Context: an optimization exercise on an open-source flow, tuned for small area. The choices shown serve that exercise and are no tape-out recipe.
In this exercise RTL edits were held to simulation tests only and were not proved equivalent to the original.

--- flow/flow/run.sh ---
#!/bin/bash
# The standard layout (standard.sh), with these changes:
#  - synthesis: yosys maps its carry-lookahead cells ($lcu) to ripple carries
#    (flow/lcu_ripple.v) instead of ORFS's Kogge-Stone map, and abc maps the
#    logic with flow/abc_area.script (area-oriented mapping, repeated with
#    don't-care optimisation) instead of ORFS's abc_area.script.  Otherwise
#    synthesis is the standard flow's synth_recipe.tcl and ORFS's synth.tcl unchanged
#    (fsm and share passes skipped, design flattened, nets renamed), so the
#    registers are the standard synthesis's;
#  - the cells listed in flow/dont_use.txt are added to the platform's
#    don't-use list (half-adder cells and large drive strengths), for the
#    whole flow;
#  - the input and output port buffers are the smallest buffer cell.
# All tool output goes to standard.log in this folder.
set -o pipefail
W=$PWD
export SYNTH_OPERATIONS_ARGS="-extra-map $W/flow/lcu_ripple.v"
export BUFFER_PORTS_ARGS="-buffer_cell sky130_fd_sc_hd__buf_1"
{
  echo "include $W/config.mk"
  echo "export DONT_USE_CELLS += $(cat flow/dont_use.txt)"
} > flow_config.mk
sed "s#\$::env(SCRIPTS_DIR)/abc_area.script#$W/flow/abc_area.script#" \
    "$FLOW_HOME/scripts/synth_preamble.tcl" > flow_synth_preamble.tcl
sed "s#source \$::env(SCRIPTS_DIR)/synth_preamble.tcl#source $W/flow_synth_preamble.tcl#" \
    "$FLOW_HOME/scripts/synth.tcl" > flow_synth.tcl
sed "s#source \$::env(SCRIPTS_DIR)/synth.tcl#source $W/flow_synth.tcl#" \
    synth_recipe.tcl > flow_synth_recipe.tcl
sed -e "s#DESIGN_CONFIG=[^ ]*#DESIGN_CONFIG=$W/flow_config.mk#g" \
    -e "s#SYNTH_SCRIPT=[^ ]*#SYNTH_SCRIPT=$W/flow_synth_recipe.tcl#g" standard.sh > flow_standard.sh
grep -q "flow/abc_area.script" flow_synth_preamble.tcl || { echo "preamble edit failed"; exit 1; }
grep -q "flow_synth_preamble.tcl" flow_synth.tcl || { echo "synth edit failed"; exit 1; }
grep -q "flow_synth.tcl" flow_synth_recipe.tcl || { echo "synth_recipe edit failed"; exit 1; }
bash flow_standard.sh > standard.log 2>&1
--- flow/flow/abc_area.script ---
strash
dch
map -a
mfs2
strash
dch
map -a
mfs2
strash
dch
map -a
mfs2
strash
dch
map -a
topo
dnsize -c
--- flow/flow/dont_use.txt ---
sky130_fd_sc_hd__ha_1 sky130_fd_sc_hd__ha_2 sky130_fd_sc_hd__ha_4 sky130_fd_sc_hd__a2111o_2 sky130_fd_sc_hd__a2111o_4 sky130_fd_sc_hd__a2111oi_2 sky130_fd_sc_hd__a2111oi_4 sky130_fd_sc_hd__a211o_2 sky130_fd_sc_hd__a211o_4 sky130_fd_sc_hd__a211oi_2 sky130_fd_sc_hd__a211oi_4 sky130_fd_sc_hd__a21bo_2 sky130_fd_sc_hd__a21bo_4 sky130_fd_sc_hd__a21boi_2 sky130_fd_sc_hd__a21boi_4 sky130_fd_sc_hd__a21o_2 sky130_fd_sc_hd__a21o_4 sky130_fd_sc_hd__a21oi_2 sky130_fd_sc_hd__a21oi_4 sky130_fd_sc_hd__a221o_2 sky130_fd_sc_hd__a221o_4 sky130_fd_sc_hd__a221oi_2 sky130_fd_sc_hd__a221oi_4 sky130_fd_sc_hd__a22o_2 sky130_fd_sc_hd__a22o_4 sky130_fd_sc_hd__a22oi_2 sky130_fd_sc_hd__a22oi_4 sky130_fd_sc_hd__a2bb2o_2 sky130_fd_sc_hd__a2bb2o_4 sky130_fd_sc_hd__a2bb2oi_2 sky130_fd_sc_hd__a2bb2oi_4 sky130_fd_sc_hd__a311o_2 sky130_fd_sc_hd__a311o_4 sky130_fd_sc_hd__a311oi_2 sky130_fd_sc_hd__a311oi_4 sky130_fd_sc_hd__a31o_2 sky130_fd_sc_hd__a31o_4 sky130_fd_sc_hd__a31oi_2 sky130_fd_sc_hd__a31oi_4 sky130_fd_sc_hd__a32o_2 sky130_fd_sc_hd__a32o_4 sky130_fd_sc_hd__a32oi_2 sky130_fd_sc_hd__a32oi_4 sky130_fd_sc_hd__a41o_2 sky130_fd_sc_hd__a41o_4 sky130_fd_sc_hd__a41oi_2 sky130_fd_sc_hd__a41oi_4 sky130_fd_sc_hd__and2_2 sky130_fd_sc_hd__and2_4 sky130_fd_sc_hd__and2b_2 sky130_fd_sc_hd__and2b_4 sky130_fd_sc_hd__and3_2 sky130_fd_sc_hd__and3_4 sky130_fd_sc_hd__and3b_2 sky130_fd_sc_hd__and3b_4 sky130_fd_sc_hd__and4_2 sky130_fd_sc_hd__and4_4 sky130_fd_sc_hd__and4b_2 sky130_fd_sc_hd__and4b_4 sky130_fd_sc_hd__and4bb_2 sky130_fd_sc_hd__and4bb_4 sky130_fd_sc_hd__dfbbn_2 sky130_fd_sc_hd__dfrbp_2 sky130_fd_sc_hd__dfrtp_2 sky130_fd_sc_hd__dfrtp_4 sky130_fd_sc_hd__dfsbp_2 sky130_fd_sc_hd__dfstp_2 sky130_fd_sc_hd__dfstp_4 sky130_fd_sc_hd__dfxbp_2 sky130_fd_sc_hd__dfxtp_2 sky130_fd_sc_hd__dfxtp_4 sky130_fd_sc_hd__dlclkp_2 sky130_fd_sc_hd__dlclkp_4 sky130_fd_sc_hd__dlrbn_2 sky130_fd_sc_hd__dlrbp_2 sky130_fd_sc_hd__dlrtn_2 sky130_fd_sc_hd__dlrtn_4 sky130_fd_sc_hd__dlrtp_2 sky130_fd_sc_hd__dlrtp_4 sky130_fd_sc_hd__dlxbn_2 sky130_fd_sc_hd__dlxtn_2 sky130_fd_sc_hd__dlxtn_4 sky130_fd_sc_hd__ebufn_2 sky130_fd_sc_hd__ebufn_4 sky130_fd_sc_hd__ebufn_8 sky130_fd_sc_hd__einvn_2 sky130_fd_sc_hd__einvn_4 sky130_fd_sc_hd__einvn_8 sky130_fd_sc_hd__einvp_2 sky130_fd_sc_hd__einvp_4 sky130_fd_sc_hd__einvp_8 sky130_fd_sc_hd__fa_2 sky130_fd_sc_hd__fa_4 sky130_fd_sc_hd__ha_2 sky130_fd_sc_hd__ha_4 sky130_fd_sc_hd__maj3_2 sky130_fd_sc_hd__maj3_4 sky130_fd_sc_hd__mux2_2 sky130_fd_sc_hd__mux2_4 sky130_fd_sc_hd__mux2_8 sky130_fd_sc_hd__mux2i_2 sky130_fd_sc_hd__mux2i_4 sky130_fd_sc_hd__mux4_2 sky130_fd_sc_hd__mux4_4 sky130_fd_sc_hd__nand2_2 sky130_fd_sc_hd__nand2_4 sky130_fd_sc_hd__nand2_8 sky130_fd_sc_hd__nand2b_2 sky130_fd_sc_hd__nand2b_4 sky130_fd_sc_hd__nand3_2 sky130_fd_sc_hd__nand3_4 sky130_fd_sc_hd__nand3b_2 sky130_fd_sc_hd__nand3b_4 sky130_fd_sc_hd__nand4_2 sky130_fd_sc_hd__nand4_4 sky130_fd_sc_hd__nand4b_2 sky130_fd_sc_hd__nand4b_4 sky130_fd_sc_hd__nand4bb_2 sky130_fd_sc_hd__nand4bb_4 sky130_fd_sc_hd__nor2_2 sky130_fd_sc_hd__nor2_4 sky130_fd_sc_hd__nor2_8 sky130_fd_sc_hd__nor2b_2 sky130_fd_sc_hd__nor2b_4 sky130_fd_sc_hd__nor3_2 sky130_fd_sc_hd__nor3_4 sky130_fd_sc_hd__nor3b_2 sky130_fd_sc_hd__nor3b_4 sky130_fd_sc_hd__nor4_2 sky130_fd_sc_hd__nor4_4 sky130_fd_sc_hd__nor4b_2 sky130_fd_sc_hd__nor4b_4 sky130_fd_sc_hd__nor4bb_2 sky130_fd_sc_hd__nor4bb_4 sky130_fd_sc_hd__o2111a_2 sky130_fd_sc_hd__o2111a_4 sky130_fd_sc_hd__o2111ai_2 sky130_fd_sc_hd__o2111ai_4 sky130_fd_sc_hd__o211a_2 sky130_fd_sc_hd__o211a_4 sky130_fd_sc_hd__o211ai_2 sky130_fd_sc_hd__o211ai_4 sky130_fd_sc_hd__o21a_2 sky130_fd_sc_hd__o21a_4 sky130_fd_sc_hd__o21ai_2 sky130_fd_sc_hd__o21ai_4 sky130_fd_sc_hd__o21ba_2 sky130_fd_sc_hd__o21ba_4 sky130_fd_sc_hd__o21bai_2 sky130_fd_sc_hd__o21bai_4 sky130_fd_sc_hd__o221a_2 sky130_fd_sc_hd__o221a_4 sky130_fd_sc_hd__o221ai_2 sky130_fd_sc_hd__o221ai_4 sky130_fd_sc_hd__o22a_2 sky130_fd_sc_hd__o22a_4 sky130_fd_sc_hd__o22ai_2 sky130_fd_sc_hd__o22ai_4 sky130_fd_sc_hd__o2bb2a_2 sky130_fd_sc_hd__o2bb2a_4 sky130_fd_sc_hd__o2bb2ai_2 sky130_fd_sc_hd__o2bb2ai_4 sky130_fd_sc_hd__o311a_2 sky130_fd_sc_hd__o311a_4 sky130_fd_sc_hd__o311ai_2 sky130_fd_sc_hd__o311ai_4 sky130_fd_sc_hd__o31a_2 sky130_fd_sc_hd__o31a_4 sky130_fd_sc_hd__o31ai_2 sky130_fd_sc_hd__o31ai_4 sky130_fd_sc_hd__o32a_2 sky130_fd_sc_hd__o32a_4 sky130_fd_sc_hd__o32ai_2 sky130_fd_sc_hd__o32ai_4 sky130_fd_sc_hd__o41a_2 sky130_fd_sc_hd__o41a_4 sky130_fd_sc_hd__o41ai_2 sky130_fd_sc_hd__o41ai_4 sky130_fd_sc_hd__or2_2 sky130_fd_sc_hd__or2_4 sky130_fd_sc_hd__or2b_2 sky130_fd_sc_hd__or2b_4 sky130_fd_sc_hd__or3_2 sky130_fd_sc_hd__or3_4 sky130_fd_sc_hd__or3b_2 sky130_fd_sc_hd__or3b_4 sky130_fd_sc_hd__or4_2 sky130_fd_sc_hd__or4_4 sky130_fd_sc_hd__or4b_2 sky130_fd_sc_hd__or4b_4 sky130_fd_sc_hd__or4bb_2 sky130_fd_sc_hd__or4bb_4 sky130_fd_sc_hd__sdfbbn_2 sky130_fd_sc_hd__sdfrbp_2 sky130_fd_sc_hd__sdfrtp_2 sky130_fd_sc_hd__sdfrtp_4 sky130_fd_sc_hd__sdfsbp_2 sky130_fd_sc_hd__sdfstp_2 sky130_fd_sc_hd__sdfstp_4 sky130_fd_sc_hd__sdfxbp_2 sky130_fd_sc_hd__sdfxtp_2 sky130_fd_sc_hd__sdfxtp_4 sky130_fd_sc_hd__sdlclkp_2 sky130_fd_sc_hd__sdlclkp_4 sky130_fd_sc_hd__sedfxbp_2 sky130_fd_sc_hd__sedfxtp_2 sky130_fd_sc_hd__sedfxtp_4 sky130_fd_sc_hd__xnor2_2 sky130_fd_sc_hd__xnor2_4 sky130_fd_sc_hd__xnor3_2 sky130_fd_sc_hd__xnor3_4 sky130_fd_sc_hd__xor2_2 sky130_fd_sc_hd__xor2_4 sky130_fd_sc_hd__xor3_2 sky130_fd_sc_hd__xor3_4 
--- flow/flow/lcu_ripple.v ---
// Ripple-carry lookahead unit: a drop-in for yosys's $lcu that keeps adders small.
(* techmap_celltype = "$lcu" *)
module _80_lcu_ripple (P, G, CI, CO);
	parameter WIDTH = 2;

	(* force_downto *)
	input [WIDTH-1:0] P, G;
	input CI;

	(* force_downto *)
	output [WIDTH-1:0] CO;

	wire [1023:0] _TECHMAP_DO_ = "proc; opt -fast";

	integer i;
	(* force_downto *)
	reg [WIDTH-1:0] co;

	always @* begin
		co[0] = G[0] | (P[0] & CI);
		for (i = 1; i < WIDTH; i = i + 1)
			co[i] = G[i] | (P[i] & co[i-1]);
	end

	assign CO = co;
endmodule
--- flow/standard.sh ---
#!/bin/bash
# synth_recipe.tcl (not shown) runs the flow's synth.tcl, then flattens the netlist and writes it again
# the make line also repeats each setting of config.mk as NAME=value (left out here)
make -C /OpenROAD-flow-scripts/flow DESIGN_CONFIG=/design/flow/config.mk WORK_HOME=/design/flow/orfs CLKGATE_MAP_FILE= SYNTH_SCRIPT=/design/flow/synth_recipe.tcl "${@:-finish}"
--- flow/config.mk ---
export PLATFORM = sky130hd
export DESIGN_NAME = sht20_codec
export DESIGN_NICKNAME = sht20_codec
export VERILOG_FILES = /design/flow/design.v
export SDC_FILE = /design/flow/constraint.sdc
export NUM_CORES = 4
export LEC_CHECK = 0
export ABC_AREA = 1
export CAP_MARGIN = 20
export CORE_MARGIN = 2
export CORE_UTILIZATION = 40
export CTS_BUF_LIST = sky130_fd_sc_hd__clkbuf_8
export CTS_CLUSTER_DIAMETER = 60
export CTS_CLUSTER_SIZE = 16
export SLEW_MARGIN = 20
--- flow/constraint.sdc ---
create_clock -name core_clock -period 60.0 [get_ports {clk}]
set_input_delay 12.0000 -clock core_clock [delete_from_list [all_inputs] [get_ports {clk}]]
set_output_delay 12.0000 -clock core_clock [all_outputs]
set_load 0.01 [all_outputs]
--- flow/design.v ---
module sht20_cconv (
    input  wire [13:0] n,
    input  wire        rh,
    output wire [29:0] v
);
    integer i;
    wire [29:0] q_a0 = {~(~rh & n[13]), ~(~rh & n[12]), ~(rh ? n[13] : n[11]), ~(rh ? n[12] : n[10]), (rh & n[13]), (rh & n[12]), ~(~rh & n[5]), (rh & n[11]), ~(~rh & n[4]), (rh & n[10]), ~(~rh & n[3]), (rh & n[9]), ~(rh ? n[6] : n[4]), (rh & n[8]), ~(rh ? n[5] : n[3]), (rh & n[7]), ~(rh ? n[4] : n[2]), (rh & n[6]), (rh & n[5]), (rh & n[4]), (rh ? n[3] : n[13]), (rh ? n[2] : n[12]), (~rh & n[13]), (~rh & n[12]), (~rh & n[11]), ~(~rh & n[3]), (~rh & n[13]), (~rh & n[12]), (~rh & n[11]), (~rh & n[10])};
    wire [29:0] q_b0 = {~(~rh & n[11]), ~(~rh & n[10]), ~(~rh & n[9]), ~(~rh & n[8]), ~(rh ? n[11] : n[9]), ~(rh ? n[10] : n[8]), (rh ? n[4] : n[3]), ~(~rh & n[13]), (rh ? n[3] : n[2]), ~(~rh & n[12]), (rh ? n[2] : n[1]), ~(~rh & n[11]), ~(~rh & n[2]), ~(~rh & n[13]), ~(~rh & n[1]), ~(~rh & n[12]), ~(~rh & n[0]), ~(~rh & n[11]), ~(~rh & n[10]), ~(~rh & n[9]), ~(~rh & n[8]), ~(~rh & n[7]), (rh ? n[1] : n[11]), (rh ? n[0] : n[10]), (~rh & n[9]), ~(~rh & n[0]), (~rh & n[10]), (~rh & n[9]), (~rh & n[8]), (~rh & n[7])};
    wire [29:0] q_d0 = {1'b0, 1'b0, 1'b0, 1'b0, ~(~rh & n[7]), ~(~rh & n[6]), 1'b1, ~(rh ? n[9] : n[7]), 1'b1, ~(rh ? n[8] : n[6]), 1'b1, ~(rh ? n[7] : n[5]), (rh ? n[1] : n[0]), ~(~rh & n[10]), (rh & n[0]), ~(~rh & n[9]), 1'b0, ~(~rh & n[8]), 1'b0, 1'b0, 1'b0, ~(~rh & n[4]), 1'b0, 1'b0, ~(~rh & n[4]), 1'b0, (~rh & n[8]), 1'b0, 1'b0, 1'b0};
    wire [29:0] q_s0 = q_a0 ^ q_b0 ^ q_d0;
    wire [29:0] q_c0 = (q_a0 & q_b0) | (q_a0 & q_d0) | (q_b0 & q_d0);
    wire [24:0] q_a1 = {~(~rh & n[13]), ~(~rh & n[12]), (rh ? n[10] : n[9]), (rh ? n[9] : n[8]), (rh ? n[8] : n[7]), (rh ? n[7] : n[6]), (rh ? n[6] : n[5]), (rh ? n[5] : n[4]), q_c0[20], q_c0[18], q_c0[16], q_c0[14], q_c0[12], 1'b1, ~(~rh & n[7]), ~(~rh & n[6]), ~(~rh & n[5]), ~(rh & n[0]), ~(~rh & n[6]), ~(~rh & n[5]), ~(~rh & n[1]), 1'b1, (~rh & n[7]), (~rh & n[6]), (~rh & n[5])};
    wire [24:0] q_b1 = {(rh ? n[12] : n[11]), (rh ? n[11] : n[10]), 1'b1, 1'b1, 1'b1, 1'b1, 1'b1, q_c0[22], q_c0[21], q_c0[19], q_c0[17], q_c0[15], q_c0[13], q_c0[11], ~(rh ? n[3] : n[1]), ~(rh ? n[2] : n[0]), ~(rh & n[1]), 1'b1, ~(~rh & n[3]), ~(~rh & n[2]), q_c0[3], q_c0[2], ~(~rh & n[2]), ~(~rh & n[1]), ~(~rh & n[0])};
    wire [24:0] q_d1 = {1'b0, 1'b0, q_c0[28], q_c0[27], q_c0[26], q_c0[25], q_c0[24], q_c0[23], q_s0[22], q_s0[20], q_s0[18], q_s0[16], q_s0[14], q_s0[12], q_c0[10], q_c0[9], q_c0[8], q_c0[7], q_c0[6], q_c0[5], q_c0[4], q_s0[3], q_c0[1], q_c0[0], 1'b0};
    wire [24:0] q_s1 = q_a1 ^ q_b1 ^ q_d1;
    wire [24:0] q_c1 = (q_a1 & q_b1) | (q_a1 & q_d1) | (q_b1 & q_d1);
    wire [31:0] q_a2 = {(~rh & n[13]), (rh ? n[13] : n[12]), 1'b1, q_c0[29], q_s0[29], q_s0[28], q_s0[27], q_s0[26], q_s0[25], q_s0[24], q_s0[23], q_s0[21], q_s0[19], q_s0[17], q_s0[15], q_s0[13], q_s0[11], q_s0[10], q_s0[9], q_s0[8], q_s0[7], q_s0[6], q_s0[5], q_s0[4], q_s0[2], q_s0[1], 1'b1, (~rh & n[9]), (~rh & n[8]), (~rh & n[7]), (~rh & n[6]), (~rh & n[5])};
    wire [31:0] q_b2 = {1'b1, q_c1[24], q_c1[23], q_c1[22], q_c1[21], q_c1[20], q_c1[19], q_c1[18], q_c1[17], q_c1[16], q_c1[15], q_c1[14], q_c1[13], q_c1[12], q_c1[11], q_c1[10], q_c1[9], q_c1[8], q_c1[7], q_c1[6], q_c1[5], q_c1[4], q_c1[3], q_c1[2], q_c1[1], q_c1[0], q_s0[0], (~rh & n[6]), (~rh & n[5]), (~rh & n[4]), (~rh & n[3]), (~rh & n[2])};
    wire [31:0] q_d2 = {1'b0, 1'b0, q_s1[24], q_s1[23], q_s1[22], q_s1[21], q_s1[20], q_s1[19], q_s1[18], q_s1[17], q_s1[16], q_s1[15], q_s1[14], q_s1[13], q_s1[12], q_s1[11], q_s1[10], q_s1[9], q_s1[8], q_s1[7], q_s1[6], q_s1[5], q_s1[4], q_s1[3], q_s1[2], q_s1[1], q_s1[0], (~rh & n[4]), (~rh & n[3]), (~rh & n[2]), (~rh & n[1]), 1'b0};
    wire [31:0] q_s2 = q_a2 ^ q_b2 ^ q_d2;
    wire [31:0] q_c2 = (q_a2 & q_b2) | (q_a2 & q_d2) | (q_b2 & q_d2);
    wire [37:0] q = {q_c2[30], q_c2[29], q_c2[28], q_c2[27], q_c2[26], q_c2[25], q_c2[24], q_c2[23], q_c2[22], q_c2[21], q_c2[20], q_c2[19], q_c2[18], q_c2[17], q_c2[16], q_c2[15], q_c2[14], q_c2[13], q_c2[12], q_c2[11], q_c2[10], q_c2[9], q_c2[8], q_c2[7], q_c2[6], q_c2[5], q_c2[4], q_c2[3], q_c2[2], q_c2[1], q_c2[0], (~rh & n[0]), (~rh & n[4]), (~rh & n[3]), (~rh & n[2]), (~rh & n[1]), (~rh & n[0]), 1'b0} + {q_s2[31], q_s2[30], q_s2[29], q_s2[28], q_s2[27], q_s2[26], q_s2[25], q_s2[24], q_s2[23], q_s2[22], q_s2[21], q_s2[20], q_s2[19], q_s2[18], q_s2[17], q_s2[16], q_s2[15], q_s2[14], q_s2[13], q_s2[12], q_s2[11], q_s2[10], q_s2[9], q_s2[8], q_s2[7], q_s2[6], q_s2[5], q_s2[4], q_s2[3], q_s2[2], q_s2[1], q_s2[0], (~rh & n[1]), (~rh & n[0]), 1'b0, 1'b0, 1'b0, 1'b0};
    wire [14:0] mask;
    assign mask[14] = 1'b0;
    genvar j;
    for (j = 13; j >= 0; j = j - 1) begin : g_mask
        assign mask[j] = mask[j + 1] | (q[j + 24] & ~rh);    
    end
    wire [14:0] dec = {mask[13:0], 1'b1} & ~mask;    
    wire        gbit = |(q[13:0] & dec[14:1]);     
    wire        sbit = |(q[13:0] & mask[14:1]);    
    wire        lbit = |(q[14:0] & dec);           
    wire        rnd  = gbit & (sbit | lbit);
    wire [14:0] rhot = dec & {15{rnd}};
    wire [3:0] s_a0 = {q[16], q[15], q[14] & ~mask[14], q[13] & ~mask[13]};
    wire [3:0] s_b0 = {~rh, ~rh, rhot[14], rhot[13]};
    wire [3:0] s_d0 = {1'b0, 1'b0, 1'b0, 1'b0};
    wire [3:0] s_s0 = s_a0 ^ s_b0 ^ s_d0;
    wire [3:0] s_c0 = (s_a0 & s_b0) | (s_a0 & s_d0) | (s_b0 & s_d0);
    wire [38:0] s = {1'b1, q[37], q[36], q[35], q[34], q[33], q[32], q[31], q[30], q[29], q[28], q[27], q[26], q[25], q[24], q[23], q[22], q[21], q[20], q[19], q[18], q[17], s_c0[2], s_c0[1], s_c0[0], ~rh, q[12] & ~mask[12], q[11] & ~mask[11], q[10] & ~mask[10], q[9] & ~mask[9], q[8] & ~mask[8], q[7] & ~mask[7], q[6] & ~mask[6], q[5] & ~mask[5], q[4] & ~mask[4], q[3] & ~mask[3], q[2] & ~mask[2], q[1] & ~mask[1], q[0] & ~mask[0]} + {1'b0, 1'b1, 1'b1, rh, 1'b1, rh, 1'b0, rh, ~rh, 1'b0, 1'b0, ~rh, 1'b0, 1'b0, ~rh, ~rh, 1'b0, 1'b0, ~rh, ~rh, 1'b0, s_c0[3], s_s0[3], s_s0[2], s_s0[1], s_s0[0], rhot[12], rhot[11], rhot[10], rhot[9], rhot[8], rhot[7], rhot[6], rhot[5], rhot[4], rhot[3], rhot[2], rhot[1], rhot[0]};
    wire [38:0] sv = s;
    wire        sg = sv[38];
    wire [37:0] t  = sv[37:0] ^ {38{sg}};
    wire        nz_s16 = ~|t[37:22];
    wire [37:0] nz_x16 = nz_s16 ? {t[21:0], {16{sg}}} : t;
    wire        nz_s8 = ~|nz_x16[37:30];
    wire [37:0] nz_x8 = nz_s8 ? {nz_x16[29:0], {8{sg}}} : nz_x16;
    wire        nz_s4 = ~|nz_x8[37:34];
    wire [37:0] nz_x4 = nz_s4 ? {nz_x8[33:0], {4{sg}}} : nz_x8;
    wire        nz_s2 = ~|nz_x4[37:36];
    wire [37:0] nz_x2 = nz_s2 ? {nz_x4[35:0], {2{sg}}} : nz_x4;
    wire        nz_s1 = ~|nz_x2[37:37];
    wire [37:0] nz_x1 = nz_s1 ? {nz_x2[36:0], {1{sg}}} : nz_x2;
    wire [4:0]  lsh = {nz_s16, nz_s8, nz_s4, nz_s2, nz_s1};
    wire [37:0] nn  = nz_x1;
    wire [12:0] lm;
    assign lm = 13'h1FFF >> lsh;
    wire        any1 = |(t[12:0] & lm);
    wire        all1 = &(t[12:0] | ~lm);
    wire        gd  = nn[13];
    wire        up0 = sg ? (gd | (all1 & nn[14])) : (gd & (any1 | nn[14]));
    wire [23:0] mr0 = {1'b0, nn[36], nn[35], nn[34], nn[33], nn[32], nn[31], nn[30], nn[29], nn[28], nn[27], nn[26], nn[25], nn[24], nn[23], nn[22], nn[21], nn[20], nn[19], nn[18], nn[17], nn[16], nn[15], nn[14]} + {1'b0, 1'b0, 1'b0, 1'b0, 1'b0, 1'b0, 1'b0, 1'b0, 1'b0, 1'b0, 1'b0, 1'b0, 1'b0, 1'b0, 1'b0, 1'b0, 1'b0, 1'b0, 1'b0, 1'b0, 1'b0, 1'b0, 1'b0, up0};
    wire [2:0] ce_a0 = {~lsh[2], ~lsh[1], ~lsh[0]};
    wire [2:0] ce_b0 = {1'b1, 1'b1, mr0[23]};
    wire [2:0] ce_d0 = {1'b0, 1'b0, 1'b0};
    wire [2:0] ce_s0 = ce_a0 ^ ce_b0 ^ ce_d0;
    wire [2:0] ce_c0 = (ce_a0 & ce_b0) | (ce_a0 & ce_d0) | (ce_b0 & ce_d0);
    wire [7:0] ce = {1'b0, 1'b1, 1'b1, ~lsh[4], ~lsh[3], ce_c0[1], ce_c0[0], 1'b1} + {1'b0, 1'b0, 1'b0, 1'b0, ce_c0[2], ce_s0[2], ce_s0[1], ce_s0[0]};
    assign v = {sg, ce[7], ce[4:0], mr0[22:0]};
endmodule
module sht20_fconv (
    input  wire [29:0] c,
    output wire [31:0] f
);
    integer i;
    wire        sg = c[29];
    wire [7:0]  ce = {c[28], ~c[28], ~c[28], c[27:23]};
    wire [23:0] cm = {1'b1, c[22:0]};
    wire [25:0] y3 = {1'b0, cm[23], cm[23], cm[22], cm[21], cm[20], cm[19], cm[18], cm[17], cm[16], cm[15], cm[14], cm[13], cm[12], cm[11], cm[10], cm[9], cm[8], cm[7], cm[6], cm[5], cm[4], cm[3], cm[2], cm[1], cm[0]} + {1'b0, 1'b0, cm[22], cm[21], cm[20], cm[19], cm[18], cm[17], cm[16], cm[15], cm[14], cm[13], cm[12], cm[11], cm[10], cm[9], cm[8], cm[7], cm[6], cm[5], cm[4], cm[3], cm[2], cm[1], cm[0], 1'b0};
    wire [21:0] z_a0 = {y3[25], y3[24], y3[23], y3[22], y3[25], y3[24], y3[23], y3[22], y3[21], y3[20], y3[19], y3[18], y3[17], y3[16], y3[15], y3[14], y3[13], y3[12], y3[11], y3[10], y3[9], y3[8]};
    wire [21:0] z_b0 = {y3[21], y3[20], y3[19], y3[18], y3[21], y3[20], y3[19], y3[18], y3[17], y3[16], y3[15], y3[14], y3[13], y3[12], y3[11], y3[10], y3[9], y3[8], y3[7], y3[6], y3[5], y3[4]};
    wire [21:0] z_d0 = {1'b0, 1'b0, 1'b0, 1'b0, y3[17], y3[16], y3[15], y3[14], y3[13], y3[12], y3[11], y3[10], y3[9], y3[8], y3[7], y3[6], y3[5], y3[4], y3[3], y3[2], y3[1], 1'b0};
    wire [21:0] z_s0 = z_a0 ^ z_b0 ^ z_d0;
    wire [21:0] z_c0 = (z_a0 & z_b0) | (z_a0 & z_d0) | (z_b0 & z_d0);
    wire [33:0] z = {y3[25], y3[24], y3[23], y3[22], z_c0[20], z_c0[19], z_c0[18], z_c0[17], z_c0[16], z_c0[15], z_c0[14], z_c0[13], z_c0[12], z_c0[11], z_c0[10], z_c0[9], z_c0[8], z_c0[7], z_c0[6], z_c0[5], z_c0[4], z_c0[3], z_c0[2], z_c0[1], z_c0[0], y3[0], y3[7], y3[6], y3[5], y3[4], y3[3], y3[2], y3[1], y3[0]} + {1'b0, 1'b0, 1'b0, z_c0[21], z_s0[21], z_s0[20], z_s0[19], z_s0[18], z_s0[17], z_s0[16], z_s0[15], z_s0[14], z_s0[13], z_s0[12], z_s0[11], z_s0[10], z_s0[9], z_s0[8], z_s0[7], z_s0[6], z_s0[5], z_s0[4], z_s0[3], z_s0[2], z_s0[1], z_s0[0], y3[3], y3[2], y3[1], y3[0], 1'b0, 1'b0, 1'b0, 1'b0};
    wire [45:0] zz = {z[33], z[32], z[31], z[30], z[29], z[28], z[27], z[26], z[25], z[24], z[23], z[22], z[33], z[32], z[31], z[30], z[29], z[28], z[27], z[26], z[25], z[24], z[23], z[22], z[21], z[20], z[19], z[18], z[17], z[16], z[15], z[14], z[13], z[12], z[11], z[10], z[9], z[8], z[7], z[6], z[5], z[4], z[3], z[2], z[1], z[0]} + {1'b0, 1'b0, 1'b0, 1'b0, 1'b0, 1'b0, 1'b0, 1'b0, 1'b0, 1'b0, 1'b0, 1'b0, z[21], z[20], z[19], z[18], z[17], z[16], z[15], z[14], z[13], z[12], z[11], z[10], z[9], z[8], z[7], z[6], z[5], z[4], z[3], z[2], z[1], z[0], 1'b0, 1'b0, 1'b0, 1'b0, 1'b0, 1'b0, 1'b0, 1'b0, 1'b0, 1'b0, 1'b0, 1'b0};
    wire [46:0] ph = {1'b0, zz[45], zz[44], zz[43], zz[42], zz[41], zz[40], zz[39], zz[38], zz[37], zz[36], zz[35], zz[34], zz[33], zz[32], zz[31], zz[30], zz[29], zz[28], zz[27], zz[26], zz[25], zz[24], zz[23], zz[22], zz[21], zz[20], zz[19], zz[18], zz[17], zz[16], zz[15], zz[14], zz[13], zz[12], zz[11], zz[10], zz[9], zz[8], zz[7], zz[6], zz[5], zz[4], zz[3], zz[2], zz[1], zz[0]} + {1'b0, cm[23], cm[22], cm[21], cm[20], cm[19], cm[18], cm[17], cm[16], cm[15], cm[14], cm[13], cm[12], cm[11], cm[10], cm[9], cm[8], cm[7], cm[6], cm[5], cm[4], cm[3], cm[2], cm[1], cm[0], 1'b0, 1'b0, 1'b0, 1'b0, 1'b0, 1'b0, 1'b0, 1'b0, 1'b0, 1'b0, 1'b0, 1'b0, 1'b0, 1'b0, 1'b0, 1'b0, 1'b0, 1'b0, 1'b0, 1'b0, 1'b0, 1'b0};
    wire [47:0] pr  = {ph, 1'b0};
    wire        top = pr[47];
    wire        gg  = top ? pr[23] : pr[22];
    wire        gs  = top ? (|cm[21:0]) : (|cm[20:0]);
    wire        gl  = top ? pr[24] : pr[23];
    wire        up1 = gg & (gs | gl);
    wire [25:0] wr = {1'b0, pr[47], pr[46], pr[45], pr[44], pr[43], pr[42], pr[41], pr[40], pr[39], pr[38], pr[37], pr[36], pr[35], pr[34], pr[33], pr[32], pr[31], pr[30], pr[29], pr[28], pr[27], pr[26], pr[25], pr[24], ~top & pr[23]} + {1'b0, 1'b0, 1'b0, 1'b0, 1'b0, 1'b0, 1'b0, 1'b0, 1'b0, 1'b0, 1'b0, 1'b0, 1'b0, 1'b0, 1'b0, 1'b0, 1'b0, 1'b0, 1'b0, 1'b0, 1'b0, 1'b0, 1'b0, 1'b0, up1 & top, up1 & ~top};
    wire [7:0]  q8  = 8'd134 - ce;                 
    wire [4:0]  q   = q8[4:0];
    wire [16:0] hot = 17'd1 << q;
    wire [16:0] thm = ~((17'd1 << q) - 17'd1);     
    wire [38:0] op2 = {sg, sg ? thm : hot, 21'd0};
    wire [38:0] x = {op2[38], op2[37], op2[36], op2[35], op2[34], op2[33], op2[32], op2[31], op2[30], op2[29], op2[28], op2[27], op2[26], wr[25], wr[24], wr[23], wr[22], wr[21], wr[20], wr[19], wr[18], wr[17], wr[16], wr[15], wr[14], wr[13], wr[12], wr[11], wr[10], wr[9], wr[8], wr[7], wr[6], wr[5], wr[4], wr[3], wr[2], wr[1], wr[0]} + {1'b0, 1'b0, 1'b0, 1'b0, 1'b0, 1'b0, 1'b0, 1'b0, 1'b0, 1'b0, 1'b0, 1'b0, 1'b0, op2[25], op2[24], op2[23], op2[22], op2[21], op2[20], op2[19], op2[18], op2[17], op2[16], op2[15], op2[14], op2[13], op2[12], op2[11], op2[10], op2[9], op2[8], op2[7], op2[6], op2[5], op2[4], op2[3], op2[2], op2[1], op2[0]};
    wire        xs  = x[38];
    wire        fsg = sg & ~xs;
    wire [37:0] t2  = x[37:0] ^ {38{xs}};
    wire        nf_s16 = ~|t2[37:22];
    wire [37:0] nf_x16 = nf_s16 ? {t2[21:0], {16{xs}}} : t2;
    wire        nf_s8 = ~|nf_x16[37:30];
    wire [37:0] nf_x8 = nf_s8 ? {nf_x16[29:0], {8{xs}}} : nf_x16;
    wire        nf_s4 = ~|nf_x8[37:34];
    wire [37:0] nf_x4 = nf_s4 ? {nf_x8[33:0], {4{xs}}} : nf_x8;
    wire        nf_s2 = ~|nf_x4[37:36];
    wire [37:0] nf_x2 = nf_s2 ? {nf_x4[35:0], {2{xs}}} : nf_x4;
    wire        nf_s1 = ~|nf_x2[37:37];
    wire [37:0] nf_x1 = nf_s1 ? {nf_x2[36:0], {1{xs}}} : nf_x2;
    wire [4:0]  lsh2 = {nf_s16, nf_s8, nf_s4, nf_s2, nf_s1};
    wire [37:0] n2  = nf_x1;
    wire [12:0] lm2;
    assign lm2 = 13'h1FFF >> lsh2;
    wire        any2 = |(t2[12:0] & lm2);
    wire        all2 = &(t2[12:0] | ~lm2);
    wire        up2 = xs ? (n2[13] | (all2 & n2[14])) : (n2[13] & (any2 | n2[14]));
    wire [23:0] mr2 = {1'b0, n2[36], n2[35], n2[34], n2[33], n2[32], n2[31], n2[30], n2[29], n2[28], n2[27], n2[26], n2[25], n2[24], n2[23], n2[22], n2[21], n2[20], n2[19], n2[18], n2[17], n2[16], n2[15], n2[14]} + {1'b0, 1'b0, 1'b0, 1'b0, 1'b0, 1'b0, 1'b0, 1'b0, 1'b0, 1'b0, 1'b0, 1'b0, 1'b0, 1'b0, 1'b0, 1'b0, 1'b0, 1'b0, 1'b0, 1'b0, 1'b0, 1'b0, 1'b0, up2};
    wire [3:0] fe_a0 = {~lsh2[3], ~lsh2[2], ~lsh2[1], ~lsh2[0]};
    wire [3:0] fe_b0 = {ce[3], ce[2], ce[1], ce[0]};
    wire [3:0] fe_d0 = {1'b0, 1'b0, 1'b0, 1'b0};
    wire [3:0] fe_s0 = fe_a0 ^ fe_b0 ^ fe_d0;
    wire [3:0] fe_c0 = (fe_a0 & fe_b0) | (fe_a0 & fe_d0) | (fe_b0 & fe_d0);
    wire [7:0] fe_a1 = {ce[7], ce[6], ce[5], ~lsh2[4], 1'b1, 1'b1, 1'b1, mr2[23]};
    wire [7:0] fe_b1 = {1'b1, 1'b1, 1'b1, ce[4], fe_c0[2], fe_c0[1], fe_c0[0], 1'b1};
    wire [7:0] fe_d1 = {1'b0, 1'b0, 1'b0, fe_c0[3], fe_s0[3], fe_s0[2], fe_s0[1], 1'b0};
    wire [7:0] fe_s1 = fe_a1 ^ fe_b1 ^ fe_d1;
    wire [7:0] fe_c1 = (fe_a1 & fe_b1) | (fe_a1 & fe_d1) | (fe_b1 & fe_d1);
    wire [7:0] fe = {fe_c1[6], fe_c1[5], fe_c1[4], fe_c1[3], fe_c1[2], fe_c1[1], fe_c1[0], fe_s0[0]} + {fe_s1[7], fe_s1[6], fe_s1[5], fe_s1[4], fe_s1[3], fe_s1[2], fe_s1[1], fe_s1[0]};
    assign f = {fsg, fe, mr2[22:0]};
endmodule
module sht20_codec (
    input  wire        clk,
    input  wire        rst,
    input  wire        in_valid,
    input  wire [2:0]  op,
    input  wire [7:0]  a,
    input  wire [7:0]  b,
    output wire        out_valid,
    output wire        err,
    output wire [15:0] raw_masked,
    output wire [31:0] val0,
    output wire [31:0] val1,
    output wire [7:0]  ureg_out,
    output wire        otp_dis,
    output wire        htr_en,
    output wire        eob,
    output wire        res_valid,
    output wire [1:0]  res
);
    wire [1:0] cls = (op == 3'd0) ? 2'd0 :
                     (op == 3'd1) ? 2'd1 :
                     (op[2] & op[1]) ? 2'd3 : 2'd2;
    reg [7:0] u;
    always @(*) begin
        case (op)
            3'd3: u = (a & 8'h7E) | {b[1], 6'b000000, b[0]};
            3'd4: u = (a & 8'hFB) | {5'b00000, b[0], 2'b00};
            3'd5: u = (a & 8'hBF) | {1'b0, b[0], 6'b000000};
            default: u = a;
        endcase
    end
    wire [13:0] dat = op[2] | op[1] ? {6'd0, u} : {a, b[7:2]};
    reg        r1_valid;
    reg [1:0]  r1_cls;
    reg [13:0] r1_datn;      
    always @(posedge clk) begin
        r1_valid <= ~rst & in_valid;
        r1_cls   <= cls;
        r1_datn  <= ~dat;
    end
    wire [13:0] r1_dat = ~r1_datn;
    wire [29:0] c_v;
    sht20_cconv u_c (.n(r1_dat), .rh(r1_cls[0]), .v(c_v));
    reg        r2_valid;
    reg [1:0]  r2_cls;
    reg [13:0] r2_datn;      
    reg [29:0] r2_vn;
    always @(posedge clk) begin
        r2_valid <= ~rst & r1_valid;
        r2_cls   <= r1_cls;
        r2_datn  <= r1_datn;
        r2_vn    <= ~c_v;
    end
    assign out_valid = r2_valid;
    wire [31:0] f_v;
    wire [13:0] r2_dat = ~r2_datn;
    wire [29:0] r2_v = ~r2_vn;
    sht20_fconv u_f (.c(r2_v), .f(f_v));
    wire is_t = (r2_cls == 2'd0);
    wire is_m = ~r2_cls[1];
    wire is_u = (r2_cls == 2'd2);
    wire [7:0] ru = r2_dat[7:0];
    assign err        = (r2_cls == 2'd3);
    assign raw_masked = is_m ? {r2_dat, 2'b00} : 16'd0;
    assign val0       = is_m ? {r2_v[29:28], ~r2_v[28], ~r2_v[28], r2_v[27:0]} : 32'd0;
    assign val1       = is_t ? f_v : 32'd0;
    assign ureg_out   = is_u ? ru : 8'd0;
    assign otp_dis    = is_u & ru[1];
    assign htr_en     = is_u & ru[2];
    assign eob        = is_u & ru[6];
    assign res_valid  = is_u;
    assign res        = is_u ? {ru[7], ru[0]} : 2'b00;
endmodule
==> results.txt, run 1 <==
- Data arrives at the worst endpoint at slightly below 40 ns.
- The number of different library cells used by synthesis comes to 46.
- The relative max-transition margin is 29.58%.
- Setup repair after global routing left no endpoint under its margin.
- Between clock sinks in the finished design, the worst skew comes to 0.01813 ns.
- Clock tree synthesis found a total of 64 sinks.
- The CTS buffer count is 9.
- For this run, global-route usage on met1 was measured as between 30% and 40%.
- The detailed router finished its first iteration with 969 violations.
- The worst hold path belongs to the class register to register.
- The total number of yosys warnings is 1.
- After synthesis, the cell types taking the most area are fa_1, nor2_1, dfxtp_1.
- After global routing, the most crowded layer is met2.
- The worst hold path endpoint is r2_cls[1]$_DFF_P_.
- The first global-routing pass estimated 69,740 um of wire.
- The cell with the most instances after synthesis is nor2_1.
- The area growth from synthesis to final layout is 9.584%.
- The synthesized netlist cell count is 1,987.
- Cells fill 44.52% of the core in the end.
- In this run the remaining antenna-violating nets after routing total 0.
- The post-detailed-route via-to-cell ratio is about 5.3.
- The worst reg-to-reg setup slack is 15.41 ns.
- The net count reported at finish is 2,355.
- The run finished with no timing, DRC or antenna violations.
- The leading register cell type out of synthesis is dfxtp_1.
- The cts-stage hold buffer count is 0.
- The number of vias after detailed routing is 13,540.
- For this configuration, the core starts out at a cell density of 40.62%.
- The site row count is 67.
- The repair_antennas step left the layout with diodes totalling 0.
- The clock tree synthesis step divided the H-tree into 3 levels.
- The startpoint-to-endpoint class of the critical path is register to output pin.
- The count of instances resized after the clock tree is built is 0.
- The number of I/O port buffers is 115.
- The final critical path time including I/O delays and setup is just over 50 ns.
- The maximum cell stage delay along the critical path is 0.70 ns.
- In the global route stage, met2 resource usage came out at 42.35%.
- In this run the cell area of the synthesized design comes to between 10,000 and 15,000 um2.
- The placeable core region is 33,620 um2.
- The maximum frequency from static timing analysis is between 15 and 20 MHz.
- Summed over all instances, the cell type with the most area after synthesis is fa_1.
- Detailed placement finished with a half-perimeter wire length of 35,990 um.
- In the routed design, unresolved DRC markers number 0.
- After layout, the worst path uses 85.22% of the clock period.
- The commonest cells after synthesis are nor2_1, clkinv_1, nand2_1.
- The worst register-to-register path ends at r2_vn[27]$_DFF_P_.
- The final layout contains routed wiring with a total length of 42,210 um.
- The cell sitting at the root of the clock tree is a clkbuf_8.
- Entering global routing, the biggest net connects 48 pins.
- The most common cell type on the critical path is fa_1.
- Global routing finished with a remaining overflow of 0.
- The post-synthesis sequential area ratio is 9.382%.
- The post-synthesis async set-or-reset flop share is 0%.
- The worst-case reg-to-reg path depth is 163.
- No sink is reached through more buffers than the 2 on the longest clock path.
- Measured along the x axis, the die boundary spans between 150 and 200 um.
- The number of setup buffers added after CTS is 0.
- The share of final-layout standard cells stronger than drive strength 1 is 1.504%.
- The type of origin of the critical path is a register.
- The global routing met3 resource utilization is 2.533%.
- The startpoint of the lowest-slack register-to-register path is r1_cls[0]$_SDFF_PN0_.
- Setup violations remaining at the end of the flow were counted as 0.
- The number of pins exceeding their max-slew limit in the final report was 0.
- The top cell type's share of synthesized area is a little under a third.
- During I/O placement, the number of pins put on the boundary was 118.
- Among all stages on the critical path, the largest delay is contributed by nand3_1.
- The worst setup path is captured at an output pin.
- Routability-driven placement finished with a final weighted congestion of 1.006.
- The per-instance average area after synthesis is 6.872 um2.
- For the worst setup path, the data required time is 48.00 ns.
- The initial antenna violation count is 0.
- The number of global-route vias before repair is 13,410.
- Clock-pin slew was measured on the worst setup and hold paths at 0.08 ns.
- The mean routed wirelength per cell is approximately 16 um.
- At the pin with the least slew margin, the transition time is about 1.1 ns.
- After synthesis the netlist holds a flip-flop and latch count of 64.
- The die covers between 30,000 and 40,000 um2.
- The die is 188.8 um tall.
- The setup TNS is 0 ns.
- Yosys mapped a number of flops with a built-in enable equal to 0.
- The max-cap check violation count is 0.
- The filler cells instantiated in the layout total 3,656.
- The latest clock arrival within the worst-skew pair is 0.37 ns.
- The all-layer global routing usage is between 20 and 25%.
- The first TritonRoute pass finished after 6 iterations.
- The instance count along the most critical hold path is 0.
- TritonCTS built the clock tree.
- The highest fanout seen on the critical path is 32.
- The hold violation count in the final report is 0.
- On the final layout, the worst hold slack is 0.3809 ns.
- The startpoint identified for the worst hold timing path is r1_cls[1]$_SDFF_PP0_.
==> per-stage QoR <==
| step | cells | cell area, um2 | worst slack, ns |
|---|---|---|---|
| floorplan | 1989 | 13660 | 9.655 |
| global placement | 2559 | 14710 | 10.16 |
| detailed placement | 2559 | 14710 | 9.404 |
| CTS | 2575 | 14960 | 8.916 |
| global route | 2576 | 14960 | 5.543 |
| finish | 2576 | 14960 | 8.871 |
==> sequential cells by signal, indices dropped and copies added, names as in the netlist <==
signal    flops
r1_cls        2
r1_datn      14
r2_cls        2
r2_vn        30
r2_datn      14
r1_valid      1
r2_valid      1
==> per-layer routing <==
| metal | up-vias | part of all wire [%] |
|---|---|---|
| met5 | - | 0 |
| met4 | 0 | 2.7 |
| met3 | 74 | 5.5 |
| met2 | 416 | 48 |
| met1 | 6386 | 43 |
| li1 | 6664 | - |
==> worst max-delay path: cells and delay by family, from the launching register on <==
kind	cells	cell delay, ns
simple gates	52	7.44
xor+xnor	1	0.25
buf+inv	28	4.41
compound gates	6	1.74
flops	1	0.41
fa+ha+maj	57	24.51
==> how the worst max path moves through the flow <==
stage	start	end	slack [ns]	cells past startpoint
after floorplan	r2_vn[0]$_DFF_P_	val1[28]	9.65	140
after global placement	r2_vn[0]$_DFF_P_	val1[28]	10.16	143
after detailed placement	r2_vn[0]$_DFF_P_	val1[28]	9.40	143
after CTS	r2_vn[0]$_DFF_P_	val1[28]	8.92	144
after global routing	r2_vn[1]$_DFF_P_	val1[30]	5.54	143
final	r2_vn[0]$_DFF_P_	val1[28]	8.87	144
==> cells by family after synthesis <==
| group | after synthesis | share of synthesized area [%] |
|---|---|---|
| AOI/OAI and AO/OA | 411 | 16.92 |
| other | 1 | 0.02746 |
| DFF | 64 | 9.382 |
| muxes | 13 | 0.9529 |
| adders and majority gates | 210 | 30.79 |
| and+or+nand+nor | 842 | 25.12 |
| xor gates and xnor gates | 118 | 7.568 |
| buffers and inverters | 328 | 9.236 |
==> final cells by class <==
cell class	count	area (um2)	area share [%]
multi-input cells	1597	11120	74.31
flip-flops and latches	64	1281	8.562
inverters	320	1201	8.027
well taps	448	560.5	3.746
repair buffers	131	551.8	3.687
clock inverters	7	125.1	0.8361
clock buffers	9	123.9	0.8278
==> placed cells by master, fill, tap and decap left out, types with 16 or more instances in the layout <==
cell type and count:
o22ai_1 26, or2_1 17, o21ai_0 168, and2_1 18
xor2_1 65, a21oi_1 139, fa_1 210, buf_1 115
dfxtp_1 64, xnor2_1 53, nor3_1 32, buf_4 16
nand3_1 34, clkinv_1 320, nand2_1 316, nor2_1 386
==> run 2: changes to the inputs <==
--- a/flow/config.mk
+++ b/flow/config.mk
@@ -6,10 +6,11 @@
 export NUM_CORES = 4
 export LEC_CHECK = 0
 export ABC_AREA = 1
-export CAP_MARGIN = 20
+export CAP_MARGIN = 0
 export CORE_MARGIN = 2
 export CORE_UTILIZATION = 40
 export CTS_BUF_LIST = sky130_fd_sc_hd__clkbuf_8
 export CTS_CLUSTER_DIAMETER = 60
 export CTS_CLUSTER_SIZE = 16
-export SLEW_MARGIN = 20
+export GPL_TIMING_DRIVEN = 0
+export SLEW_MARGIN = 0
==> results.txt, run 2 <==
- The cell area after synthesis is 13,660 um2 (unchanged).
- The total of fill cells in the finished design is 3,602 (-1.5%).
- The number of vias after detailed routing is 13,510 (-0.24%).
- The worst reg-to-reg setup slack is 13.59 ns (-1.82 ns).
- The post-placement cell area is 14,830 um2 (+0.83%).
- The per-instance average area after synthesis is 6.872 um2 (unchanged).
- The amount of wire on met3 after detailed routing is 1833 um (-21%).
- The final routed DRC violation total is 0 (unchanged).
- The maximum level of the CTS H-tree came to 3 (unchanged).
- The aggregate routed wire length came to 42,080 um (-0.32%).
- The latest clock arrival within the worst-skew pair was 0.37 ns (about the same).
- The maximum cell stage delay along the critical path is 0.75 ns (+0.05 ns).
- The horizontal die dimension came to 188.8 um (unchanged).
- The count of unique library cells instantiated by Yosys was 46 (unchanged).
- The post-detailed-route via-to-cell ratio is 5.238 (-0.35%).
- Relative to the synthesized area, the layout overhead comes to 10.43%.
- The number of pins exceeding their max-slew limit in the final report is 0 (unchanged).
- The data arrival at the endpoint of the critical path is 40.65 ns (+1.52 ns).
- The initial antenna violation count is 1 (+1).
- The relative max-transition margin was 20.95% (-8.6 points).
- The transition time at the pin with the least slew margin was 1.181 ns (+0.1290 ns).
- The iteration count of the initial detailed-routing pass is 5 (-1).
- The max-cap check violation count was 0 (unchanged).
- By startpoint and endpoint, the worst setup path is classified as register to output pin.
- The worst register-to-register path ends at r2_vn[28]$_DFF_P_.
- The count of flip-flops with a built-in enable after synthesis came to 0 (unchanged).
- The ratio of final minimum period to clock period came to 87.75% (+2.5 points).
- The count of buffers added by post-CTS timing repair for setup came to 0 (unchanged).
- Leaving out fill and tap cells, the most frequent cells in the layout are nor2_1, clkinv_1, nand2_1.
- The highest fanout seen on the critical path is 32 (unchanged).
- The antenna cell count is 0 (unchanged).
- The run finished with no timing, DRC or antenna violations.
- The post-synthesis sequential area ratio came to 9.382% (unchanged).
- The first-pass GRT wire length came to 68,140 um (-2.3%).
- The net count reported at finish is 2,358 (+0.13%).
- STA classifies the critical path startpoint as a register.
- Sorting the synthesized cells by area gives the leading types as fa_1, nor2_1, dfxtp_1.
- The cell accounting for the most synthesized area is fa_1.
- The CTS buffer count was 9 (unchanged).
- The leading register cell type out of synthesis is dfxtp_1.
- The core occupancy in the finished layout is 44.86% (+0.34 points).
- The global placer's final weighted congestion was 0.9861 (-1.9%).
- The site row count is 67 (unchanged).
- The setup TNS was 0 ns (unchanged).
- In the final layout, the registers with the most flip-flops are r2_vn (30), r1_datn (14), r2_datn (14).
- The global route total overflow came to 0 (unchanged).
- TritonCTS built the clock tree.
- The final critical path time including I/O delays and setup is 52.65 ns (+1.520 ns).
- The height of the die is 188.8 um (unchanged).
- The CTS clock-pin slew for the worst setup and hold paths came to 0.09 ns (about the same).
- Counting flops per register, the top entry is r2_vn.
- The detailed route wirelength on metal2 is 20,300 um (-0.61%).
- The maximum count of clock buffers along a single path came to 2 (unchanged).
- The number of global-route vias before repair came to 13,200 (-1.5%).
- The flip-flop count of the largest register after layout is 30 (unchanged).
- The placeable core region came to 33,620 um2 (unchanged).
- The share of final-layout standard cells stronger than drive strength 1 came to 1.642% (+0.14 points).
- The classification of the worst-slack hold path is register to register.
- The count of instances resized after the clock tree is built is 0 (unchanged).
- nor2_1 is the most common cell in the netlist.
- The total of endpoints with negative setup slack in the final report is 0 (unchanged).
- For this design, the slowest cell found on the critical path is nand2_1.
- The maximum frequency from static timing analysis is 18.99 MHz (-2.9%).
- Clock tree synthesis selected as its root buffer the cell clkbuf_8.
- The top cell type's share of synthesized area is 30.79% (unchanged).
- The path with the worst hold slack has its endpoint at r2_cls[1]$_DFF_P_.
- In this run the critical register-to-register path is launched from r1_cls[0]$_SDFF_PN0_.
- The final instance area is 15,080 um2 (+0.77%).
- The post-synthesis async set-or-reset flop share is 0% (unchanged).
- The data required time of the critical path came to 48.00 ns (about the same).
- The clock sink count is 64 (unchanged).
- The hold violation count in the final report is 0 (unchanged).
- Leaving out fill and tap cells, the most frequent cell in the layout is nor2_1.
- The number of I/O port buffers is 115 (unchanged).
- The final clock skew is 0.01473 ns (-0.003402 ns).
- The total area of multi-input combinational cells is 11,120 um2 (unchanged).
- The die outline area came to 35,630 um2 (unchanged).
- The detailed-placement wirelength estimate is 35,670 um (-0.90%).
- The all-layer global routing usage is 24.06% (-0.35 points).
- The commonest cells after synthesis are nor2_1, clkinv_1, nand2_1.
- The total number of yosys warnings was 1 (unchanged).
- The most common cell type on the critical path is fa_1.
- The largest net degree at the start of global routing was 38 (-21%).
- STA classifies the critical path endpoint as an output pin.
- The combined flip-flop and latch cell area is 1281 um2 (unchanged).
- The effective utilization at floorplan is 40.62% (unchanged).
- The mean routed wirelength per cell is 16.31 um (-0.44%).
- The worst-case reg-to-reg path depth is 164 (+0.61%).
- The top-level I/O count was 118 (unchanged).
- Setup repair after global routing left no endpoint under its margin.
- The number of antenna-violating nets in the routed design is 0 (unchanged).
- The detailed router's first-iteration violation count came to 866 (-11%).
- The synthesized netlist cell count is 1,987 (unchanged).
- The post-route met1 wirelength is 18,540 um (+1.1%).
- The cts-stage hold buffer count is 0 (unchanged).
- The startpoint of the tightest hold check path is r1_cls[1]$_SDFF_PP0_.
- The top routing layer in use is met5.
- The instance count along the most critical hold path is 0 (unchanged).
- The total of flip-flops plus latches after synthesis is 64 (unchanged).
run 2: cell counts after synthesis:
No cell type changed its count.
run 2: cell families after synthesis:
kind of cell	count (synthesis)	synth area share, %
xor gates and xnor gates	118	7.568
muxes	13	0.9529
AOI/OAI and AO/OA	411	16.92
DFF	64	9.382
adders and majority gates	210	30.79
buffers and inverters	328	9.236
other	1	0.02746
and+or+nand+nor	842	25.12
run 2: worst max-delay path: cells and delay by family, from the launching register on:
family	cells	cell delay (ns)
AOI/OAI and AO/OA	6	1.73
and+or+nand+nor	52	8.66
adders and majority gates	57	24.58
xor gates and xnor gates	1	0.36
buffers and inverters	26	4.39
DFF	1	0.47
run 2: final cells by class:
| class | count | area share, % |
|---|---|---|
| timing repair buffer | 126 | 4.024 |
| inverter | 320 | 7.965 |
| buffer | 8 | 0.3983 |
| clock inverter | 7 | 0.8297 |
| tap | 448 | 3.717 |
| sequential | 64 | 8.497 |
| clock buffer | 9 | 0.8214 |
| multi-input combinational | 1597 | 73.75 |
run 2: metal layers:
layer	global-route usage, %	up-vias
met3	2.477	76
li1	-	6688
met5	0	-
met4	8.984	2
met2	41.25	372
met1	31.38	6370
run 2: how the worst max path moves through the flow:
stage / start / to / cells after the start
floorplan: r2_vn[0]$_DFF_P_ / val1[28] / 140
detailed placement: r2_vn[0]$_DFF_P_ / val1[28] / 142
global route: r2_vn[0]$_DFF_P_ / val1[28] / 142
CTS: r2_vn[0]$_DFF_P_ / val1[28] / 142
global placement: r2_vn[0]$_DFF_P_ / val1[28] / 141
finish: r2_vn[0]$_DFF_P_ / val1[28] / 142
run 2: stage by stage:
stage	worst slack, ns	hold slack [ns]	instances
2_1_floorplan	9.655	0.3096	1989
3_3_place_gp	5.813	0.3105	2552
3_5_place_dp	7.825	0.3128	2563
4_1_cts	7.308	0.3304	2579
5_1_grt	3.628	0.3488	2579
6_report	7.350	0.3302	2579
==> run 3: changes to the inputs <==
--- a/flow/flow/run.sh
+++ b/flow/flow/run.sh
@@ -10,12 +10,15 @@
 #  - the cells listed in flow/dont_use.txt are added to the platform's
 #    don't-use list (half-adder cells and large drive strengths), for the
 #    whole flow;
-#  - the input and output port buffers are the smallest buffer cell.
+#  - the input and output port buffers are the smallest buffer cell;
+#  - clock tree synthesis with config.mk's clustering and buffer settings,
+#    without dummy load cells on the clock tree's leaves.
 # All tool output goes to standard.log in this folder.
 set -o pipefail
 W=$PWD
 export SYNTH_OPERATIONS_ARGS="-extra-map $W/flow/lcu_ripple.v"
 export BUFFER_PORTS_ARGS="-buffer_cell sky130_fd_sc_hd__buf_1"
+export CTS_ARGS="-sink_clustering_enable -repair_clock_nets -sink_clustering_size 10 -sink_clustering_max_diameter 40 -buf_list {sky130_fd_sc_hd__clkbuf_4 sky130_fd_sc_hd__clkbuf_8} -dont_use_dummy_load"
 {
   echo "include $W/config.mk"
   echo "export DONT_USE_CELLS += $(cat flow/dont_use.txt)"
--- a/flow/config.mk
+++ b/flow/config.mk
@@ -6,11 +6,10 @@
 export NUM_CORES = 4
 export LEC_CHECK = 0
 export ABC_AREA = 1
-export CAP_MARGIN = 0
+export CAP_MARGIN = 20
 export CORE_MARGIN = 2
 export CORE_UTILIZATION = 40
 export CTS_BUF_LIST = sky130_fd_sc_hd__clkbuf_8
 export CTS_CLUSTER_DIAMETER = 60
 export CTS_CLUSTER_SIZE = 16
-export GPL_TIMING_DRIVEN = 0
-export SLEW_MARGIN = 0
+export SLEW_MARGIN = 20
==> results.txt, run 3 <==
- The run finished with no timing, DRC or antenna violations.
- The number of I/O port buffers is 115 (unchanged).
- In the final layout, the registers with the most flip-flops are r2_vn (30), r1_datn (14), r2_datn (14).
- The post-synthesis async set-or-reset flop share is 0% (unchanged).
- The iteration count of the initial detailed-routing pass is 5 (unchanged).
- The antenna cell count is 0 (unchanged).
- The relative max-transition margin came to 30.63% (+9.7 points).
- The final routed DRC violation total was 0 (unchanged).
- The mean routed wirelength per cell came to 16.39 um (+0.46%).
- The final critical path time including I/O delays and setup came to 51.12 ns (-1.534 ns).
- The setup TNS was 0 ns (unchanged).
- The final instance area is 14,840 um2 (-1.6%).
- The number of vias after detailed routing is 13,460 (-0.33%).
- The data required time of the critical path came to 48.00 ns (about the same).
- The clock sink count is 64 (unchanged).
- The leading register cell type out of synthesis is dfxtp_1.
- The count of unique library cells instantiated by Yosys is 46 (unchanged).
- The number of pins exceeding their max-slew limit in the final report is 0 (unchanged).
- By area the synthesized netlist is led by fa_1, nor2_1, dfxtp_1.
- TritonCTS built the clock tree.
- The CTS buffer count is 9 (unchanged).
- The count of instances resized after the clock tree is built is 0 (unchanged).
- The worst setup path is captured at an output pin.
- The worst-case reg-to-reg path depth is 163 (-0.61%).
- The maximum cell stage delay along the critical path came to 0.71 ns (-0.04 ns).
- The dominant combinational cell family by area after synthesis is adder cells.
- The maximum count of clock buffers along a single path is 2 (unchanged).
- The placeable core region was 33,620 um2 (unchanged).
- The die outline area is 35,630 um2 (unchanged).
- In this run the clock root is driven by a clkbuf_8.
- The cts-stage hold buffer count is 0 (unchanged).
- The first-pass GRT wire length is 69,450 um (+1.9%).
- The top cell type's share of synthesized area is 30.79% (unchanged).
- The instance count along the most critical hold path is 0 (unchanged).
- The data arrival at the endpoint of the critical path came to 39.12 ns (-1.53 ns).
- The cell area after synthesis was 13,660 um2 (unchanged).
- The top-level I/O count was 118 (unchanged).
- The most numerous cell type found on the critical path is fa_1.
- The final hold slack came to 0.3815 ns (+0.05138 ns).
- The area growth from synthesis to final layout is 8.668%.
- The all-layer global routing usage came to 24.34% (+0.28 points).
- r2_vn holds more flip-flops than any other register.
- Setup repair after global routing left no endpoint under its margin.
- The maximum frequency from static timing analysis was 19.56 MHz (+3.0%).
- The library cells used most frequently in the layout, excluding fill and tap cells, are nor2_1, clkinv_1, nand2_1.
- The total number of yosys warnings is 1 (unchanged).
- The effective utilization at floorplan is 40.62% (unchanged).
- The final clock skew came to 0.03081 ns (+0.01608 ns).
- The xor-xnor portion of the synthesized cell area is 7.568% (unchanged).
- The CTS clock-pin slew for the worst setup and hold paths is 0.08 ns (about the same).
- The site row count is 67 (unchanged).
- The post-detailed-route via-to-cell ratio is 5.241 (about the same).
- The total of flip-flops plus latches after synthesis is 64 (unchanged).
- The share of synthesized area spent on multiplexers is 0.9529% (unchanged).
- The type of origin of the critical path is a register.
- The latest clock arrival within the worst-skew pair came to 0.37 ns (about the same).
- The count of buffers added by post-CTS timing repair for setup came to 0 (unchanged).
- The aggregate routed wire length is 42,110 um (about the same).
- The share of final-layout standard cells stronger than drive strength 1 is 1.179% (-0.46 points).
- The max-cap check violation count is 0 (unchanged).
- Of all cell types, the one taking the most synthesized area is fa_1.
- The initial antenna violation count is 0 (-1).
- The count of flip-flops with a built-in enable after synthesis is 0 (unchanged).
- The total of endpoints with negative setup slack in the final report is 0 (unchanged).
- The number of global-route vias before repair is 13,370 (+1.2%).
- The cell with the most instances after synthesis is nor2_1.
- The leading cell type in the layout, fill and taps excluded is nor2_1.
- The compound-gate portion of the synthesized area is 16.92% (unchanged).
- The global placer's final weighted congestion is 1.006 (+2.0%).
- The synthesized netlist cell count came to 1,987 (unchanged).
- The hold violation count in the final report is 0 (unchanged).
- The detailed-placement wirelength estimate is 35,990 um (+0.91%).
- The flip-flop count of the largest register after layout was 30 (unchanged).
- The slowest stage of the critical path is the nand3_1 cell.
- The ratio of final minimum period to clock period is 85.19% (-2.6 points).
- The highest fanout seen on the critical path came to 32 (unchanged).
- The classification of the worst-slack hold path is register to register.
- The post-synthesis share of cell area spent on full adders, half adders and majority gates is 30.79% (unchanged).
- Ranked by instance count, the synthesized netlist is headed by nor2_1, clkinv_1, nand2_1.
- The startpoint-to-endpoint class of the critical path is register to output pin.
- The post-synthesis sequential area ratio is 9.382% (unchanged).
- The transition time at the pin with the least slew margin is 1.037 ns (-0.1446 ns).
- The per-instance average area after synthesis was 6.872 um2 (unchanged).
- The maximum level of the CTS H-tree was 3 (unchanged).
- The number of antenna-violating nets in the routed design is 0 (unchanged).
- The largest net degree at the start of global routing is 48 (+26%).
- The horizontal die dimension was 188.8 um (unchanged).
- The net count reported at finish is 2,355 (-0.13%).
- The post-placement cell area came to 14,710 um2 (-0.83%).
- The detailed router's first-iteration violation count is 972 (+12%).
- The global route total overflow came to 0 (unchanged).
- The height of the die was 188.8 um (unchanged).
- The share of synthesized cell area in and, or, nand and nor gates is 25.12% (unchanged).
[run 3: routing by layer]
metal | vias up | track usage, % | routed length [um]
li1 | 6641 | - | -
met2 | 402 | 42.28 | 20380
met4 | 0 | 6.971 | 1109
met1 | 6347 | 32.05 | 18270
met5 | - | 0 | 0
met3 | 73 | 2.589 | 2339
[run 3: kinds of logic after synthesis]
kind of cell | Yosys count
flip-flops | 64
AO/OA/AOI/OAI | 411
AND/OR/NAND/NOR | 842
adder cells (fa/ha/maj) | 210
XOR/XNOR | 118
multiplexers | 13
other | 1
buffers and inverters | 328
[run 3: critical path: cells and delay by family, from the launching register on]
kind	cells	cell delay, ns
fa+ha+maj	57	24.53
compound gates	6	1.74
buf+inv	28	4.40
flops	1	0.40
simple gates	52	7.42
xor+xnor	1	0.26
[run 3: cell type report]
cell class / count / area, um2
Fill cell: 3668 / 18780
Inverter: 320 / 1201
Tap cell: 448 / 560.5
Timing Repair Buffer: 131 / 551.8
Multi-Input combinational cell: 1597 / 11120
Clock buffer: 9 / 123.9
Sequential cell: 64 / 1281
[run 3: worst paths after layout]
path | to | start | slack, ns
min reg2reg | r2_datn[11]$_DFF_P_ | r1_datn[11]$_DFF_P_ | 0.38
max reg2reg | r2_vn[27]$_DFF_P_ | r1_cls[0]$_SDFF_PN0_ | 15.37
max | val1[28] | r2_vn[1]$_DFF_P_ | 8.88
min | r2_datn[11]$_DFF_P_ | r1_datn[11]$_DFF_P_ | 0.38
[run 3: metrics by stage]
step | setup WS (ns) | utilization, % | std cells
after CTS | 8.939 | 44.12 | 2568
after detailed placement | 9.404 | 43.75 | 2559
after global placement | 10.16 | 43.75 | 2559
final | 8.884 | 44.14 | 2569
after global routing | 5.558 | 44.14 | 2569
after floorplan | 9.655 | - | 1989

==> static timing again, ports no longer ideal <==
How much do the figures lean on ideal ports? The routed layouts below were timed once more, with nothing changed but the port constraints.
Step 1, drivers: a clkbuf_16 drives clk and a buf_2 each remaining input, both assumed.
Step 2 moves the port delays by t, midway between the first and last clock arrival at a register: inputs arrive t later, outputs are due t later. That takes back most of the time a late clock gives input paths.
Three values: no drivers, after step 1, after step 2; two values: the first two.
run | t (ns) | setup slack, ns | worst register clock-pin slew, ns
run 1 | 0.409 | 8.871 / 8.827 / 9.236 | 0.09 / 0.09
run 2 | 0.401 | 7.350 / 7.308 / 7.710 | 0.09 / 0.09
run 3 | 0.395 | 8.884 / 8.843 / 9.238 | 0.08 / 0.08
After both steps every run listed still meets setup and hold.
